This is an optimization exercise on Yosys and OpenROAD, whose aim is small area, a short achievable clock period and few clock cycles per item, not a production implementation.
RTL that was checked went through simulation tests only; none was proved equivalent to the original.
The RTL of run 2 was laid out without a check of its function.

File: design.v
module gf251_inv (
    input  wire [7:0] a,
    output reg  [7:0] inv
);
    always @(*) begin
        case (a)
            8'd0: inv = 8'd0;
            8'd1: inv = 8'd1;
            8'd2: inv = 8'd126;
            8'd3: inv = 8'd84;
            8'd4: inv = 8'd63;
            8'd5: inv = 8'd201;
            8'd6: inv = 8'd42;
            8'd7: inv = 8'd36;
            8'd8: inv = 8'd157;
            8'd9: inv = 8'd28;
            8'd10: inv = 8'd226;
            8'd11: inv = 8'd137;
            8'd12: inv = 8'd21;
            8'd13: inv = 8'd58;
            8'd14: inv = 8'd18;
            8'd15: inv = 8'd67;
            8'd16: inv = 8'd204;
            8'd17: inv = 8'd192;
            8'd18: inv = 8'd14;
            8'd19: inv = 8'd185;
            8'd20: inv = 8'd113;
            8'd21: inv = 8'd12;
            8'd22: inv = 8'd194;
            8'd23: inv = 8'd131;
            8'd24: inv = 8'd136;
            8'd25: inv = 8'd241;
            8'd26: inv = 8'd29;
            8'd27: inv = 8'd93;
            8'd28: inv = 8'd9;
            8'd29: inv = 8'd26;
            8'd30: inv = 8'd159;
            8'd31: inv = 8'd81;
            8'd32: inv = 8'd102;
            8'd33: inv = 8'd213;
            8'd34: inv = 8'd96;
            8'd35: inv = 8'd208;
            8'd36: inv = 8'd7;
            8'd37: inv = 8'd95;
            8'd38: inv = 8'd218;
            8'd39: inv = 8'd103;
            8'd40: inv = 8'd182;
            8'd41: inv = 8'd49;
            8'd42: inv = 8'd6;
            8'd43: inv = 8'd216;
            8'd44: inv = 8'd97;
            8'd45: inv = 8'd106;
            8'd46: inv = 8'd191;
            8'd47: inv = 8'd235;
            8'd48: inv = 8'd68;
            8'd49: inv = 8'd41;
            8'd50: inv = 8'd246;
            8'd51: inv = 8'd64;
            8'd52: inv = 8'd140;
            8'd53: inv = 8'd90;
            8'd54: inv = 8'd172;
            8'd55: inv = 8'd178;
            8'd56: inv = 8'd130;
            8'd57: inv = 8'd229;
            8'd58: inv = 8'd13;
            8'd59: inv = 8'd234;
            8'd60: inv = 8'd205;
            8'd61: inv = 8'd107;
            8'd62: inv = 8'd166;
            8'd63: inv = 8'd4;
            8'd64: inv = 8'd51;
            8'd65: inv = 8'd112;
            8'd66: inv = 8'd232;
            8'd67: inv = 8'd15;
            8'd68: inv = 8'd48;
            8'd69: inv = 8'd211;
            8'd70: inv = 8'd104;
            8'd71: inv = 8'd99;
            8'd72: inv = 8'd129;
            8'd73: inv = 8'd196;
            8'd74: inv = 8'd173;
            8'd75: inv = 8'd164;
            8'd76: inv = 8'd109;
            8'd77: inv = 8'd163;
            8'd78: inv = 8'd177;
            8'd79: inv = 8'd197;
            8'd80: inv = 8'd91;
            8'd81: inv = 8'd31;
            8'd82: inv = 8'd150;
            8'd83: inv = 8'd124;
            8'd84: inv = 8'd3;
            8'd85: inv = 8'd189;
            8'd86: inv = 8'd108;
            8'd87: inv = 8'd176;
            8'd88: inv = 8'd174;
            8'd89: inv = 8'd110;
            8'd90: inv = 8'd53;
            8'd91: inv = 8'd80;
            8'd92: inv = 8'd221;
            8'd93: inv = 8'd27;
            8'd94: inv = 8'd243;
            8'd95: inv = 8'd37;
            8'd96: inv = 8'd34;
            8'd97: inv = 8'd44;
            8'd98: inv = 8'd146;
            8'd99: inv = 8'd71;
            8'd100: inv = 8'd123;
            8'd101: inv = 8'd169;
            8'd102: inv = 8'd32;
            8'd103: inv = 8'd39;
            8'd104: inv = 8'd70;
            8'd105: inv = 8'd153;
            8'd106: inv = 8'd45;
            8'd107: inv = 8'd61;
            8'd108: inv = 8'd86;
            8'd109: inv = 8'd76;
            8'd110: inv = 8'd89;
            8'd111: inv = 8'd199;
            8'd112: inv = 8'd65;
            8'd113: inv = 8'd20;
            8'd114: inv = 8'd240;
            8'd115: inv = 8'd227;
            8'd116: inv = 8'd132;
            8'd117: inv = 8'd118;
            8'd118: inv = 8'd117;
            8'd119: inv = 8'd135;
            8'd120: inv = 8'd228;
            8'd121: inv = 8'd195;
            8'd122: inv = 8'd179;
            8'd123: inv = 8'd100;
            8'd124: inv = 8'd83;
            8'd125: inv = 8'd249;
            8'd126: inv = 8'd2;
            8'd127: inv = 8'd168;
            8'd128: inv = 8'd151;
            8'd129: inv = 8'd72;
            8'd130: inv = 8'd56;
            8'd131: inv = 8'd23;
            8'd132: inv = 8'd116;
            8'd133: inv = 8'd134;
            8'd134: inv = 8'd133;
            8'd135: inv = 8'd119;
            8'd136: inv = 8'd24;
            8'd137: inv = 8'd11;
            8'd138: inv = 8'd231;
            8'd139: inv = 8'd186;
            8'd140: inv = 8'd52;
            8'd141: inv = 8'd162;
            8'd142: inv = 8'd175;
            8'd143: inv = 8'd165;
            8'd144: inv = 8'd190;
            8'd145: inv = 8'd206;
            8'd146: inv = 8'd98;
            8'd147: inv = 8'd181;
            8'd148: inv = 8'd212;
            8'd149: inv = 8'd219;
            8'd150: inv = 8'd82;
            8'd151: inv = 8'd128;
            8'd152: inv = 8'd180;
            8'd153: inv = 8'd105;
            8'd154: inv = 8'd207;
            8'd155: inv = 8'd217;
            8'd156: inv = 8'd214;
            8'd157: inv = 8'd8;
            8'd158: inv = 8'd224;
            8'd159: inv = 8'd30;
            8'd160: inv = 8'd171;
            8'd161: inv = 8'd198;
            8'd162: inv = 8'd141;
            8'd163: inv = 8'd77;
            8'd164: inv = 8'd75;
            8'd165: inv = 8'd143;
            8'd166: inv = 8'd62;
            8'd167: inv = 8'd248;
            8'd168: inv = 8'd127;
            8'd169: inv = 8'd101;
            8'd170: inv = 8'd220;
            8'd171: inv = 8'd160;
            8'd172: inv = 8'd54;
            8'd173: inv = 8'd74;
            8'd174: inv = 8'd88;
            8'd175: inv = 8'd142;
            8'd176: inv = 8'd87;
            8'd177: inv = 8'd78;
            8'd178: inv = 8'd55;
            8'd179: inv = 8'd122;
            8'd180: inv = 8'd152;
            8'd181: inv = 8'd147;
            8'd182: inv = 8'd40;
            8'd183: inv = 8'd203;
            8'd184: inv = 8'd236;
            8'd185: inv = 8'd19;
            8'd186: inv = 8'd139;
            8'd187: inv = 8'd200;
            8'd188: inv = 8'd247;
            8'd189: inv = 8'd85;
            8'd190: inv = 8'd144;
            8'd191: inv = 8'd46;
            8'd192: inv = 8'd17;
            8'd193: inv = 8'd238;
            8'd194: inv = 8'd22;
            8'd195: inv = 8'd121;
            8'd196: inv = 8'd73;
            8'd197: inv = 8'd79;
            8'd198: inv = 8'd161;
            8'd199: inv = 8'd111;
            8'd200: inv = 8'd187;
            8'd201: inv = 8'd5;
            8'd202: inv = 8'd210;
            8'd203: inv = 8'd183;
            8'd204: inv = 8'd16;
            8'd205: inv = 8'd60;
            8'd206: inv = 8'd145;
            8'd207: inv = 8'd154;
            8'd208: inv = 8'd35;
            8'd209: inv = 8'd245;
            8'd210: inv = 8'd202;
            8'd211: inv = 8'd69;
            8'd212: inv = 8'd148;
            8'd213: inv = 8'd33;
            8'd214: inv = 8'd156;
            8'd215: inv = 8'd244;
            8'd216: inv = 8'd43;
            8'd217: inv = 8'd155;
            8'd218: inv = 8'd38;
            8'd219: inv = 8'd149;
            8'd220: inv = 8'd170;
            8'd221: inv = 8'd92;
            8'd222: inv = 8'd225;
            8'd223: inv = 8'd242;
            8'd224: inv = 8'd158;
            8'd225: inv = 8'd222;
            8'd226: inv = 8'd10;
            8'd227: inv = 8'd115;
            8'd228: inv = 8'd120;
            8'd229: inv = 8'd57;
            8'd230: inv = 8'd239;
            8'd231: inv = 8'd138;
            8'd232: inv = 8'd66;
            8'd233: inv = 8'd237;
            8'd234: inv = 8'd59;
            8'd235: inv = 8'd47;
            8'd236: inv = 8'd184;
            8'd237: inv = 8'd233;
            8'd238: inv = 8'd193;
            8'd239: inv = 8'd230;
            8'd240: inv = 8'd114;
            8'd241: inv = 8'd25;
            8'd242: inv = 8'd223;
            8'd243: inv = 8'd94;
            8'd244: inv = 8'd215;
            8'd245: inv = 8'd209;
            8'd246: inv = 8'd50;
            8'd247: inv = 8'd188;
            8'd248: inv = 8'd167;
            8'd249: inv = 8'd125;
            8'd250: inv = 8'd250;
            8'd251: inv = 8'd0;
            8'd252: inv = 8'd0;
            8'd253: inv = 8'd0;
            8'd254: inv = 8'd0;
            8'd255: inv = 8'd0;
            default: inv = 8'd0;
        endcase
    end
endmodule
module gf251_mul (
    input  wire [7:0] a,
    input  wire [7:0] b,
    output wire [7:0] p
);
    wire [15:0] prod = a * b;
    wire [15:0] rem  = prod % 16'd251;
    assign p = rem[7:0];
endmodule
module gf251_interp (
    input  wire        clk,
    input  wire        rst,
    input  wire        start,
    input  wire [3:0]  k,
    input  wire [63:0] xs,      
    input  wire [63:0] ys,      
    output wire        ready,
    output wire        done,
    output wire [1:0]  err,     
    output wire [63:0] coef     
);
    localparam S_IDLE  = 3'd0;
    localparam S_PASS  = 3'd1;
    localparam S_DEFL  = 3'd2;
    localparam S_LINIT = 3'd3;
    localparam S_LDIV  = 3'd4;
    localparam S_LMUL  = 3'd5;
    localparam S_ACC   = 3'd6;
    localparam S_DONE  = 3'd7;
    reg [2:0] state;
    reg [3:0] kk;
    reg [3:0] p;
    reg [2:0] i;
    reg [2:0] j;
    reg [7:0] x [0:7];
    reg [7:0] w [0:7];
    reg [7:0] c [0:7];
    reg [7:0] lag;
    reg [7:0] t;
    reg [7:0] acc;
    reg [1:0] err_r;
    wire [3:0] top  = kk - p;
    wire       last_i = ({1'b0, i} == top - 4'd1);
    wire       last_j = ({1'b0, j} == top - 4'd1);
    function [7:0] fadd(input [7:0] a, input [7:0] b);
        reg [8:0] s;
        begin
            s = a + b;
            fadd = (s >= 9'd251) ? s - 9'd251 : s[7:0];
        end
    endfunction
    function [7:0] fsub(input [7:0] a, input [7:0] b);
        begin
            fsub = (a >= b) ? a - b : a + 8'd251 - b;
        end
    endfunction
    reg  [7:0] inv_a;
    wire [7:0] inv_q;
    reg  [7:0] mul_a;
    reg  [7:0] mul_b;
    wire [7:0] mul_p;
    gf251_inv u_inv (.a(inv_a), .inv(inv_q));
    gf251_mul u_mul (.a(mul_a), .b(mul_b), .p(mul_p));
    always @(*) begin
        inv_a = fsub(x[i], x[j]);
        mul_a = lag;
        mul_b = t;
        case (state)
            S_DEFL: begin
                inv_a = x[i];
                mul_a = fsub(w[i], c[p[2:0] - 3'd1]);
                mul_b = inv_q;
            end
            S_LDIV: begin
                mul_a = fsub(8'd0, x[j]);
                mul_b = inv_q;
            end
            S_ACC: begin
                mul_a = w[i];
                mul_b = lag;
            end
            default: ;
        endcase
    end
    wire [7:0] acc_next = fadd(acc, mul_p);
    integer n;
    always @(posedge clk) begin
        if (rst) begin
            state <= S_IDLE;
            err_r <= 2'd0;
        end else begin
            case (state)
                S_IDLE: if (start) begin
                    kk <= k;
                    for (n = 0; n < 8; n = n + 1) begin
                        x[n] <= xs[8*n +: 8];
                        w[n] <= ys[8*n +: 8];
                        c[n] <= 8'd0;
                    end
                    p <= 4'd0;
                    if (k == 4'd0 || k > 4'd8) begin
                        err_r <= 2'd1;
                        state <= S_DONE;
                    end else begin
                        err_r <= 2'd0;
                        state <= S_PASS;
                    end
                end
                S_PASS: begin
                    i <= 3'd0;
                    acc <= 8'd0;
                    state <= (p == 4'd0) ? S_LINIT : S_DEFL;
                end
                S_DEFL: begin
                    if (x[i] == 8'd0) begin
                        err_r <= 2'd2;
                        state <= S_DONE;
                    end else begin
                        w[i] <= mul_p;
                        if (last_i) begin
                            i <= 3'd0;
                            state <= S_LINIT;
                        end else begin
                            i <= i + 3'd1;
                        end
                    end
                end
                S_LINIT: begin
                    lag <= 8'd1;
                    j <= 3'd0;
                    state <= S_LDIV;
                end
                S_LDIV: begin
                    if (j == i) begin
                        if (last_j) state <= S_ACC;
                        else j <= j + 3'd1;
                    end else if (x[i] == x[j]) begin
                        err_r <= 2'd2;
                        state <= S_DONE;
                    end else begin
                        t <= mul_p;
                        state <= S_LMUL;
                    end
                end
                S_LMUL: begin
                    lag <= mul_p;
                    if (last_j) begin
                        state <= S_ACC;
                    end else begin
                        j <= j + 3'd1;
                        state <= S_LDIV;
                    end
                end
                S_ACC: begin
                    if (last_i) begin
                        c[p[2:0]] <= acc_next;
                        if (p == kk - 4'd1) begin
                            state <= S_DONE;
                        end else begin
                            p <= p + 4'd1;
                            state <= S_PASS;
                        end
                    end else begin
                        acc <= acc_next;
                        i <= i + 3'd1;
                        state <= S_LINIT;
                    end
                end
                S_DONE: state <= S_IDLE;
                default: state <= S_IDLE;
            endcase
        end
    end
    assign ready = (state == S_IDLE);
    assign done  = (state == S_DONE);
    assign err   = err_r;
    assign coef  = {c[7], c[6], c[5], c[4], c[3], c[2], c[1], c[0]};
endmodule
File: run.sh
#!/bin/bash
# synth_recipe.tcl (not shown) runs the flow's synth.tcl, then flattens the netlist and writes it again
# the make line also repeats each setting of config.mk as NAME=value (left out here)
make -C /OpenROAD-flow-scripts/flow DESIGN_CONFIG=/design/flow/config.mk WORK_HOME=/design/flow/orfs CLKGATE_MAP_FILE= SYNTH_SCRIPT=/design/flow/synth_recipe.tcl finish
File: config.mk
export PLATFORM = sky130hd
export DESIGN_NAME = gf251_interp
export DESIGN_NICKNAME = gf251_interp
export VERILOG_FILES = /design/flow/design.v
export SDC_FILE = /design/flow/constraint.sdc
export NUM_CORES = 4
export LEC_CHECK = 0
export CAP_MARGIN = 20
export CORE_MARGIN = 2
export CORE_UTILIZATION = 40
export PLACE_DENSITY = 0.6
export SLEW_MARGIN = 20
File: constraint.sdc
create_clock -name core_clock -period 24.0 [get_ports {clk}]
set_input_delay 4.8000 -clock core_clock [delete_from_list [all_inputs] [get_ports {clk}]]
set_output_delay 4.8000 -clock core_clock [all_outputs]
set_load 0.01 [all_outputs]
==> impl_metrics.py, run 1 <==
metrics = {
    "final_layout": {
        "most-common-layout-cells": "331 x nor2_1, 245 x nand2_1, 230 x edfxtp_1",
        "final_nets": 2999,
        "final_common_cell": "nor2_1",
        "syn2layout_area_growth_pct": 17.6,
        "multiInputGateArea_um2": 14400,
        "diodes": 0,
        "drive_above_1_share_pct": 11.1,
        "fillCellCount": 5341,
        "seq_area_um2": 7070,
    },
    "timing": {
        "fmax_mhz": 43.8,
        "slew_viol_final": 0,
        "fin_skew_ns": 0.0191,
        "final.setup.worst_slack_ns": 1.19,
        "fin_crit_ns": 22.82,
        "setup-tns-final_ns": 0,
        "tightest_slew_ns": 1.16,
        "finalCritPeriodShare_pct": 95.1,
        "finalSetupViolations": 0,
        "relSlewSlack_pct": 22.4,
        "hold_violations": 0,
    },
    "place": {
        "portBuffers": 202,
        "place_congestion": 1.04,
        "pre_cts_ws_ns": 0.213,
        "dp.final_hpwl_um": 61700,
    },
    "clock_tree": {
        "cts_hold_buf": 0,
        "cts_buffer_depth": 3,
        "cts_tree": "done",
        "numClockSinks": 238,
        "clockRootBuffer": "clkbuf_16",
        "clk_latency_ns": 0.53,
        "htreeDepth": 1,
        "numCtsBuffers": 22,
        "clk_pin_slew_ns": 0.08,
    },
    "worst_setup_path": {
        "cp.arrival_ns": 23.07,
        "crit_path_max_fanout": 55,
        "end_kind": "register",
        "start_kind": "register",
        "crit_path_frequent_cell": "ha_1",
        "crit_slowest_cell": "or4_1",
        "cpPeakStageDelay_ns": 0.70,
        "crit_type": "register to register",
        "cp.required_ns": 24.26,
    },
    "global_route": {
        "grt_pass1_wl_um": 123000,
        "antenna_found_initial": 1,
        "grt_pass1_vias": 20900,
        "track_usage_pct": 27.3,
        "grt_max_degree": 69,
        "overflow": 0,
    },
    "routing": {
        "drtPass1Iterations": 10,
        "ant_nets": 0,
        "drc": 0,
        "vias": 21800,
        "first_iter_violations": 2473,
        "wl_per_cell_um": 23.5,
        "vias_per_cell": 6.29,
        "totalWireLength_um": 81500,
    },
    "logic_synthesis": {
        "ys_ff_latch": 238,
        "synth_cell_types": 124,
        "syn_nets": 2847,
        "synth_ff_type": "edfxtp_1",
        "async_flop_share_pct": 0,
        "synth.avg_cell_area_um2": 8.76,
        "synth_top_cell_by_area": "edfxtp_1",
        "synthCells": 2547,
        "synth_edf_count": 230,
        "yosys_warnings": 3,
        "ys_seq_area_share_pct": 31.7,
        "netlist_area_um2": 22300,
        "synth_top_area_share_pct": 30.9,
        "synth_area_leaders": "edfxtp_1 31%, ha_1 6.8%, nor2_1 5.6%, nand2_1 4.1%, fa_1 3.9%",
    },
    "status": {
        "outcome": "finished clean",
    },
    "floorplan": {
        "initial_utilization_pct": 40.5,
        "design.die.area_um2": 57700,
        "die_h_um": 240,
        "core_region_area_um2": 55100,
        "ios": 203,
        "rows": 86,
        "die_w_um": 240,
    },
    "worst_hold_path": {
        "hp-class": "register to register",
    },
    "job": {
        "cap_violations": 0,
    },
}
==> worst paths after layout <==
kind,startpoint,to,slack (ns),cells past startpoint
max,i[1],c[5][7],1.19,81
min,err_r[1],err_r[1],0.53,2
max reg2reg,i[1],c[5][7],1.19,81
min reg2reg,err_r[1],err_r[1],0.53,2
==> cell type report <==
| cell class | count | area share [%] |
|---|---|---|
| clock inverter | 14 | 0.677 |
| sequential | 238 | 26.9 |
| inverter | 147 | 2.13 |
| clock buffer | 25 | 2.22 |
| timing repair buffer | 270 | 9.70 |
| multi-input combinational | 2020 | 54.8 |
| tap | 748 | 3.57 |
==> metal layers <==
layer | vias to the layer above | track usage, % | part of all wire (%)
met3 | 191 | 4.04 | 8.4
met1 | 10600 | 37.1 | 42
met5 | - | 0 | 0.023
met2 | 1103 | 43.9 | 46
met4 | 2 | 10.1 | 4.0
li1 | 9892 | - | -
==> kinds of logic (layout without fill, tap and decap cells) <==
logic type | count (synthesis) | in the layout | share of synthesized area (%)
buffers and inverters | 290 | 456 | 5.25
adder cells (fa/ha/maj) | 167 | 167 | 10.8
flip-flops | 238 | 238 | 31.7
multiplexers | 86 | 86 | 5.82
XOR/XNOR | 80 | 80 | 3.21
AND/OR/NAND/NOR | 895 | 895 | 18.5
AO/OA/AOI/OAI | 791 | 792 | 24.8
==> state kept, by name, summed over array words and instances, names as in the netlist, 4 cells and up, named ones only <==
name  cells
p         4
lag       8
w        64
c        64
x        64
acc       8
kk        4
t         8
==> through the flow <==
stage	cells	util, %	hold slack [ns]	area (um^2)
after detailed placement	3418	45.8	0.519	25200
after floorplan	2547	-	0.491	22300
after global routing	3462	47.6	0.544	26200
after global placement	3418	45.8	0.520	25200
final	3462	47.6	0.529	26200
after CTS	3457	47.1	0.534	26000
==> worst max-delay path: cells and delay by family (launching register included) <==
| family | cells | cell delay (ns) |
|---|---|---|
| compound gates | 32 | 7.31 |
| xor+xnor | 3 | 1.07 |
| fa+ha+maj | 13 | 5.03 |
| buf+inv | 9 | 1.51 |
| flops | 1 | 0.58 |
| mux | 3 | 0.76 |
| simple gates | 21 | 6.24 |
==> synthesized netlist by cell type (22+ instances only) <==
master,count
a221oi_1,27
o21ai_0,134
ha_1,122
a211oi_1,25
o211ai_1,42
or2_2,22
inv_1,142
nor2_1,334
clkbuf_1,96
xor2_1,26
mux4_2,32
a21o_1,23
a22oi_1,26
nand2_1,245
o311ai_0,22
edfxtp_1,230
xnor2_1,52
a31oi_1,58
fa_1,43
mux2i_1,23
o21a_1,23
mux2_2,31
nand3_1,54
o21ai_1,36
a21oi_1,143
nor3_1,77
==> what timing repair did <==
item,CTS,global route
endpoints found under the setup margin,0,72
setup buffers,0,4
resized for setup,0,46
Testbench counts, summed over its fixed seeds: cycles 86,080, items 384.
==> run 2, diff against run 1 <==
--- a/design.v
+++ b/design.v
@@ -267,9 +267,23 @@
 module gf251_mul (
-    input  wire [7:0] a,
-    input  wire [7:0] b,
-    output wire [7:0] p
+    input  wire [8:0]  u,
+    input  wire [7:0]  c,
+    output wire [13:0] s
 );
-    wire [15:0] prod = a * b;
-    wire [15:0] rem  = prod % 16'd251;
-    assign p = rem[7:0];
+    function [7:0] wt(input integer w);
+        integer n, v;
+        begin
+            v = 1;
+            for (n = 0; n < w; n = n + 1) v = (2 * v) % 251;
+            wt = v[7:0];
+        end
+    endfunction
+    reg [13:0] acc;
+    integer i, j;
+    always @(*) begin
+        acc = 14'd0;
+        for (i = 0; i < 9; i = i + 1)
+            for (j = 0; j < 8; j = j + 1)
+                acc = acc + ((u[i] & c[j]) ? {6'd0, wt(i + j)} : 14'd0);
+    end
+    assign s = acc;
 endmodule
@@ -287,66 +301,45 @@
 );
-    localparam S_IDLE  = 3'd0;
-    localparam S_PASS  = 3'd1;
-    localparam S_DEFL  = 3'd2;
-    localparam S_LINIT = 3'd3;
-    localparam S_LDIV  = 3'd4;
-    localparam S_LMUL  = 3'd5;
-    localparam S_ACC   = 3'd6;
-    localparam S_DONE  = 3'd7;
-    reg [2:0] state;
-    reg [3:0] kk;
-    reg [3:0] p;
-    reg [2:0] i;
-    reg [2:0] j;
+    localparam ST_IDLE = 2'd0;
+    localparam ST_RUN  = 2'd1;
+    localparam ST_DONE = 2'd2;
+    reg [1:0] st;
     reg [7:0] x [0:7];
-    reg [7:0] w [0:7];
-    reg [7:0] c [0:7];
-    reg [7:0] lag;
-    reg [7:0] t;
-    reg [7:0] acc;
+    reg [7:0] a [0:7];
     reg [1:0] err_r;
-    wire [3:0] top  = kk - p;
-    wire       last_i = ({1'b0, i} == top - 4'd1);
-    wire       last_j = ({1'b0, j} == top - 4'd1);
-    function [7:0] fadd(input [7:0] a, input [7:0] b);
-        reg [8:0] s;
-        begin
-            s = a + b;
-            fadd = (s >= 9'd251) ? s - 9'd251 : s[7:0];
-        end
-    endfunction
-    function [7:0] fsub(input [7:0] a, input [7:0] b);
-        begin
-            fsub = (a >= b) ? a - b : a + 8'd251 - b;
-        end
-    endfunction
-    reg  [7:0] inv_a;
-    wire [7:0] inv_q;
-    reg  [7:0] mul_a;
-    reg  [7:0] mul_b;
-    wire [7:0] mul_p;
-    gf251_inv u_inv (.a(inv_a), .inv(inv_q));
-    gf251_mul u_mul (.a(mul_a), .b(mul_b), .p(mul_p));
-    always @(*) begin
-        inv_a = fsub(x[i], x[j]);
-        mul_a = lag;
-        mul_b = t;
-        case (state)
-            S_DEFL: begin
-                inv_a = x[i];
-                mul_a = fsub(w[i], c[p[2:0] - 3'd1]);
-                mul_b = inv_q;
-            end
-            S_LDIV: begin
-                mul_a = fsub(8'd0, x[j]);
-                mul_b = inv_q;
-            end
-            S_ACC: begin
-                mul_a = w[i];
-                mul_b = lag;
-            end
-            default: ;
-        endcase
-    end
-    wire [7:0] acc_next = fadd(acc, mul_p);
+    reg [2:0] km1;           
+    reg       rv;            
+    reg       ph;            
+    reg [2:0] p;             
+    reg [2:0] xb;            
+    reg [2:0] kl;            
+    reg       s1v;
+    reg       s1ph;
+    reg [2:0] s1p;
+    reg [7:0] s1c;
+    reg        s2v;
+    reg [2:0]  s2d;
+    reg [11:0] s2s;
+    reg [7:0]  s2a;
+    wire start_ok = start && (st != ST_RUN);
+    wire [7:0] xh = x[p + 3'd1];
+    wire [7:0] xl = x[xb];
+    wire [8:0] xdf = {1'b0, xh} - {1'b0, xl};
+    wire [7:0] xd = xdf[8] ? xdf[7:0] + 8'd251 : xdf[7:0];
+    wire [7:0] xinv;
+    gf251_inv u_inv (.a(xd), .inv(xinv));
+    wire [7:0] xneg = (xl == 8'd0) ? 8'd0 : 8'd251 - xl;
+    wire [7:0] c_next = ph ? xneg : xinv;
+    wire       dz = ph ? (xl == 8'd0) : (xh == xl);
+    wire [2:0] s1d = s1ph ? s1p : s1p + 3'd1;
+    wire       hazard = s1v && (s1d == p || s1d == p + 3'd1);
+    wire       adv = rv && !hazard;
+    wire [7:0] a_lo = a[s1p];
+    wire [7:0] a_hi = a[s1p + 3'd1];
+    wire [8:0] u = s1ph ? {1'b0, a_hi} : {1'b0, a_hi} + 9'd251 - {1'b0, a_lo};
+    wire [13:0] ps;
+    gf251_mul u_mul (.u(u), .c(s1c), .s(ps));
+    wire [11:0] t  = s2s + {4'd0, s2a};
+    wire [8:0]  r1 = {1'b0, t[7:0]} + {3'd0, t[11:8], 2'd0} + {5'd0, t[11:8]};
+    wire [8:0]  r2 = r1 - 9'd251;
+    wire [7:0]  res = r1 >= 9'd251 ? r2[7:0] : r1[7:0];
     integer n;
@@ -354,91 +347,74 @@
         if (rst) begin
-            state <= S_IDLE;
-            err_r <= 2'd0;
+            st  <= ST_IDLE;
+            rv  <= 1'b0;
+            s1v <= 1'b0;
+            s2v <= 1'b0;
         end else begin
-            case (state)
-                S_IDLE: if (start) begin
-                    kk <= k;
-                    for (n = 0; n < 8; n = n + 1) begin
-                        x[n] <= xs[8*n +: 8];
-                        w[n] <= ys[8*n +: 8];
-                        c[n] <= 8'd0;
-                    end
-                    p <= 4'd0;
-                    if (k == 4'd0 || k > 4'd8) begin
-                        err_r <= 2'd1;
-                        state <= S_DONE;
+            s2v <= s1v;
+            s2d <= s1d;
+            s2s <= ps[11:0];
+            s2a <= s1ph ? a_lo : 8'd0;
+            s1v <= adv;
+            if (adv) begin
+                s1ph <= ph;
+                s1p  <= p;
+                s1c  <= c_next;
+                if (dz) err_r <= 2'd2;
+                if (!ph) begin
+                    if (xb != 3'd0) begin
+                        p  <= p - 3'd1;
+                        xb <= xb - 3'd1;
+                    end else if (kl != 3'd0) begin
+                        kl <= kl - 3'd1;
+                        p  <= km1 - 3'd1;
+                        xb <= kl - 3'd1;
                     end else begin
-                        err_r <= 2'd0;
-                        state <= S_PASS;
-                    end
-                end
-                S_PASS: begin
-                    i <= 3'd0;
-                    acc <= 8'd0;
-                    state <= (p == 4'd0) ? S_LINIT : S_DEFL;
-                end
-                S_DEFL: begin
-                    if (x[i] == 8'd0) begin
-                        err_r <= 2'd2;
-                        state <= S_DONE;
+                        ph <= 1'b1;
+                        p  <= km1 - 3'd1;
+                        xb <= km1 - 3'd1;
+                    end
+                end else begin
+                    if (p != km1 - 3'd1) begin
+                        p <= p + 3'd1;
+                    end else if (xb != 3'd0) begin
+                        xb <= xb - 3'd1;
+                        p  <= xb - 3'd1;
                     end else begin
-                        w[i] <= mul_p;
-                        if (last_i) begin
-                            i <= 3'd0;
-                            state <= S_LINIT;
-                        end else begin
-                            i <= i + 3'd1;
-                        end
+                        rv <= 1'b0;
                     end
                 end
-                S_LINIT: begin
-                    lag <= 8'd1;
-                    j <= 3'd0;
-                    state <= S_LDIV;
-                end
-                S_LDIV: begin
-                    if (j == i) begin
-                        if (last_j) state <= S_ACC;
-                        else j <= j + 3'd1;
-                    end else if (x[i] == x[j]) begin
-                        err_r <= 2'd2;
-                        state <= S_DONE;
-                    end else begin
-                        t <= mul_p;
-                        state <= S_LMUL;
-                    end
-                end
-                S_LMUL: begin
-                    lag <= mul_p;
-                    if (last_j) begin
-                        state <= S_ACC;
-                    end else begin
-                        j <= j + 3'd1;
-                        state <= S_LDIV;
-                    end
-                end
-                S_ACC: begin
-                    if (last_i) begin
-                        c[p[2:0]] <= acc_next;
-                        if (p == kk - 4'd1) begin
-                            state <= S_DONE;
-                        end else begin
-                            p <= p + 4'd1;
-                            state <= S_PASS;
-                        end
-                    end else begin
-                        acc <= acc_next;
-                        i <= i + 3'd1;
-                        state <= S_LINIT;
-                    end
-                end
-                S_DONE: state <= S_IDLE;
-                default: state <= S_IDLE;
+            end
+            if (s2v) begin
+                for (n = 0; n < 8; n = n + 1)
+                    if (s2d == n[2:0]) a[n] <= res;
+            end
+            case (st)
+                ST_RUN: if (!rv && !s1v) st <= ST_DONE;
+                default: st <= ST_IDLE;
             endcase
+            if (start_ok) begin
+                for (n = 0; n < 8; n = n + 1) begin
+                    x[n] <= xs[8*n +: 8];
+                    a[n] <= (n < k) ? ys[8*n +: 8] : 8'd0;
+                end
+                km1 <= k[2:0] - 3'd1;
+                ph  <= 1'b0;
+                p   <= k[2:0] - 3'd2;
+                xb  <= k[2:0] - 3'd2;
+                kl  <= k[2:0] - 3'd2;
+                if (k == 4'd0 || k > 4'd8) begin
+                    err_r <= 2'd1;
+                    st    <= ST_DONE;
+                end else begin
+                    err_r <= 2'd0;
+                    rv    <= (k != 4'd1);
+                    st    <= ST_RUN;
+                end
+            end
         end
     end
-    assign ready = (state == S_IDLE);
-    assign done  = (state == S_DONE);
+    assign ready = (st != ST_RUN);
+    assign done  = (st == ST_DONE);
     assign err   = err_r;
-    assign coef  = {c[7], c[6], c[5], c[4], c[3], c[2], c[1], c[0]};
+    assign coef  = {a[7], a[6], a[5], a[4], a[3], a[2], a[1], a[0]};
 endmodule
==> run 2 against run 1 <==
  * Sequential share of layout area decreased by 0.63 points
  * Clock skew decreased by 0.0053 ns
  * Cell count is 24% lower
  * Critical path type unchanged
  * Highest routed layer is now met4
  * Fmax rose by 120%
  * First-iteration DRC count fell by 23%
==> impl_metrics.py, run 2 <==
metrics = {
    "status": {
        "outcome": "finished clean",
    },
    "routing": {
        "wl_per_cell_um": 23.0,
        "ant_nets": 0,
        "vias": 16100,
        "first_iter_violations": 1907,
        "drc": 0,
        "totalWireLength_um": 60200,
        "vias_per_cell": 6.13,
        "drtPass1Iterations": 6,
    },
    "logic_synthesis": {
        "syn_nets": 2252,
        "ys_ff_latch": 183,
        "synth_edf_count": 178,
        "synth.top_cells.by_count": "192 x inv_1, 178 x edfxtp_1, 174 x nand2_1",
        "ys_seq_area_share_pct": 30.9,
        "synthCells": 1903,
        "netlist_area_um2": 17600,
        "async_flop_share_pct": 0,
        "synth_top_area_share_pct": 30.3,
        "synth_area_leaders": "edfxtp_1 30%, fa_1 11%, ha_1 8.0%, a21oi_1 4.3%, inv_1 4.1%",
        "synth.avg_cell_area_um2": 9.27,
        "synth_ff_type": "edfxtp_1",
        "yosys_warnings": 5,
        "synth_top_cell_by_area": "edfxtp_1",
        "synth_most_common_cell": "inv_1",
        "synth_cell_types": 83,
    },
    "worst_setup_path": {
        "cp.required_ns": 24.21,
        "crit_type": "register to register",
        "crit_slowest_cell": "a2111oi_0",
        "crit_path_max_fanout": 19,
        "rr_worst_depth": 37,
        "reg2reg_to": "s2s[11]",
        "cpPeakStageDelay_ns": 0.83,
        "r2r_start": "s1p[2]",
        "start_kind": "register",
        "cp.arrival_ns": 10.41,
        "end_kind": "register",
        "r2r_setup_slack_ns": 13.80,
    },
    "floorplan": {
        "rows": 76,
        "initial_utilization_pct": 40.8,
        "die_h_um": 214,
        "design.die.area_um2": 45800,
        "ios": 203,
        "core_region_area_um2": 43300,
        "die_w_um": 214,
    },
    "global_route": {
        "track_usage_pct": 25.8,
        "overflow": 0,
        "met2_usage_pct": 41.9,
        "grt_pass1_wl_um": 92800,
        "grt_pass1_vias": 15900,
        "grt_max_degree": 75,
        "grtUsageMet1_pct": 34.8,
        "antenna_found_initial": 0,
        "top_usage_layer": "met2",
        "met3_usage_pct": 4.71,
    },
    "timing": {
        "slew_viol_final": 0,
        "fin_crit_ns": 10.20,
        "relSlewSlack_pct": 26.6,
        "tightest_slew_ns": 1.10,
        "fin_skew_ns": 0.0138,
        "finalSetupViolations": 0,
        "fmax_mhz": 98.0,
        "hold_violations": 0,
        "rsz0062_at_grt": "false",
        "finalCritPeriodShare_pct": 42.5,
        "setup-tns-final_ns": 0,
    },
    "clock_tree": {
        "cts_hold_buf": 0,
        "numClockSinks": 183,
        "numCtsBuffers": 17,
        "clk_latency_ns": 0.46,
        "postCtsSetupBuffers": 0,
        "htreeDepth": 4,
        "cts_resized": 0,
        "cts_buffer_depth": 2,
        "clk_pin_slew_ns": 0.07,
        "clockRootBuffer": "clkbuf_16",
        "cts_tree": "done",
    },
    "job": {
        "cap_violations": 0,
    },
    "worst_hold_path": {
        "whs_path_depth": 1,
        "min_from": "s1v",
        "hold_path_end": "s2v",
        "hp-class": "register to register",
    },
    "final_layout": {
        "reg_top3": "a x64, x x64, s2s x12",
        "postLayoutCoreUtil_pct": 47.9,
        "diodes": 0,
        "syn2layout_area_growth_pct": 17.4,
        "final_common_cell": "clkdlybuf4s50_1",
        "final_nets": 2373,
        "most-common-layout-cells": "202 x clkdlybuf4s50_1, 192 x inv_1, 178 x edfxtp_1",
        "drive_above_1_share_pct": 5.40,
    },
    "place": {
        "portBuffers": 202,
        "dp.final_hpwl_um": 44500,
        "place_congestion": 0.968,
    },
}
## run 2: cell families (layout without fill, tap and decap cells)
kind of cell / count (synthesis) / in the layout / share of synthesized area [%]
adders and majority gates: 214 / 214 / 19.5
DFF: 183 / 183 / 30.9
AOI/OAI and AO/OA: 589 / 589 / 23.5
muxes: 51 / 51 / 3.11
and+or+nand+nor: 485 / 485 / 12.8
xor gates and xnor gates: 62 / 62 / 3.31
buffers and inverters: 319 / 453 / 6.94
## run 2: through the flow
step,hold WS [ns],instance area [um^2],setup slack [ns],cells
final,0.504,20700,13.80,2622
after detailed placement,0.498,20100,13.91,2589
after CTS,0.506,20700,13.88,2621
after floorplan,0.424,17600,14.70,1903
after global routing,0.526,20700,13.15,2622
after global placement,0.494,20100,14.07,2589
## run 2: worst max-delay path by stage
stage                     startpoint  slack (ns)       to
after floorplan                start       14.70    xb[0]
after global placement        s1p[2]       14.07  s2s[11]
after detailed placement      s1p[2]       13.91  s2s[11]
after CTS                     s1p[2]       13.88  s2s[11]
after global routing          s1p[0]       13.15  s2s[11]
final                         s1p[2]       13.80  s2s[11]
## run 2: per-layer routing
| layer | vias to the layer above | wire length [um] |
|---|---|---|
| met5 | - | 0 |
| met4 | 0 | 1840 |
| met3 | 156 | 5090 |
| met2 | 860 | 28300 |
| met1 | 7859 | 25000 |
| li1 | 7207 | - |
## run 2: final cells by class
cell class / instances / area, um^2
clock buffers: 22 / 444
repair buffers: 228 / 2220
clock inverters: 10 / 120
well taps: 585 / 732
flip-flops and latches: 183 / 5450
fillers: 4084 / 22600
multi-input cells: 1401 / 11000
inverters: 193 / 724
## run 2: critical path: cells and delay by family, from the launching register on
family	cells	cell delay, ns
compound gates	14	3.27
xor+xnor	3	0.43
fa+ha+maj	9	4.04
buf+inv	5	0.45
flops	1	0.69
simple gates	6	1.04

port drivers added, routing unchanged:
The flow's constraints put no driver on any port. The routed layouts listed below were extracted and timed again, unchanged, in two steps.
Step 1 assumes that a clkbuf_16 drives the clock port and a buf_2 every other input.
Step 2 times the ports against the registers' clock, not the clock port: input delays grow and output delays shrink by t, the midpoint of the rising clock arrivals with the driver on.
Slacks: no drivers / after step 1 / after step 2; pairs: no drivers / after step 1.
run | t (ns) | setup slack, ns | worst slew at a driven data input, ns
run 1 | 0.569 | 1.185 / 1.185 / 1.185 | 0.08
run 2 | 0.505 | 13.795 / 13.795 / 13.795 | 0.05
After both steps every run listed still meets setup and hold.
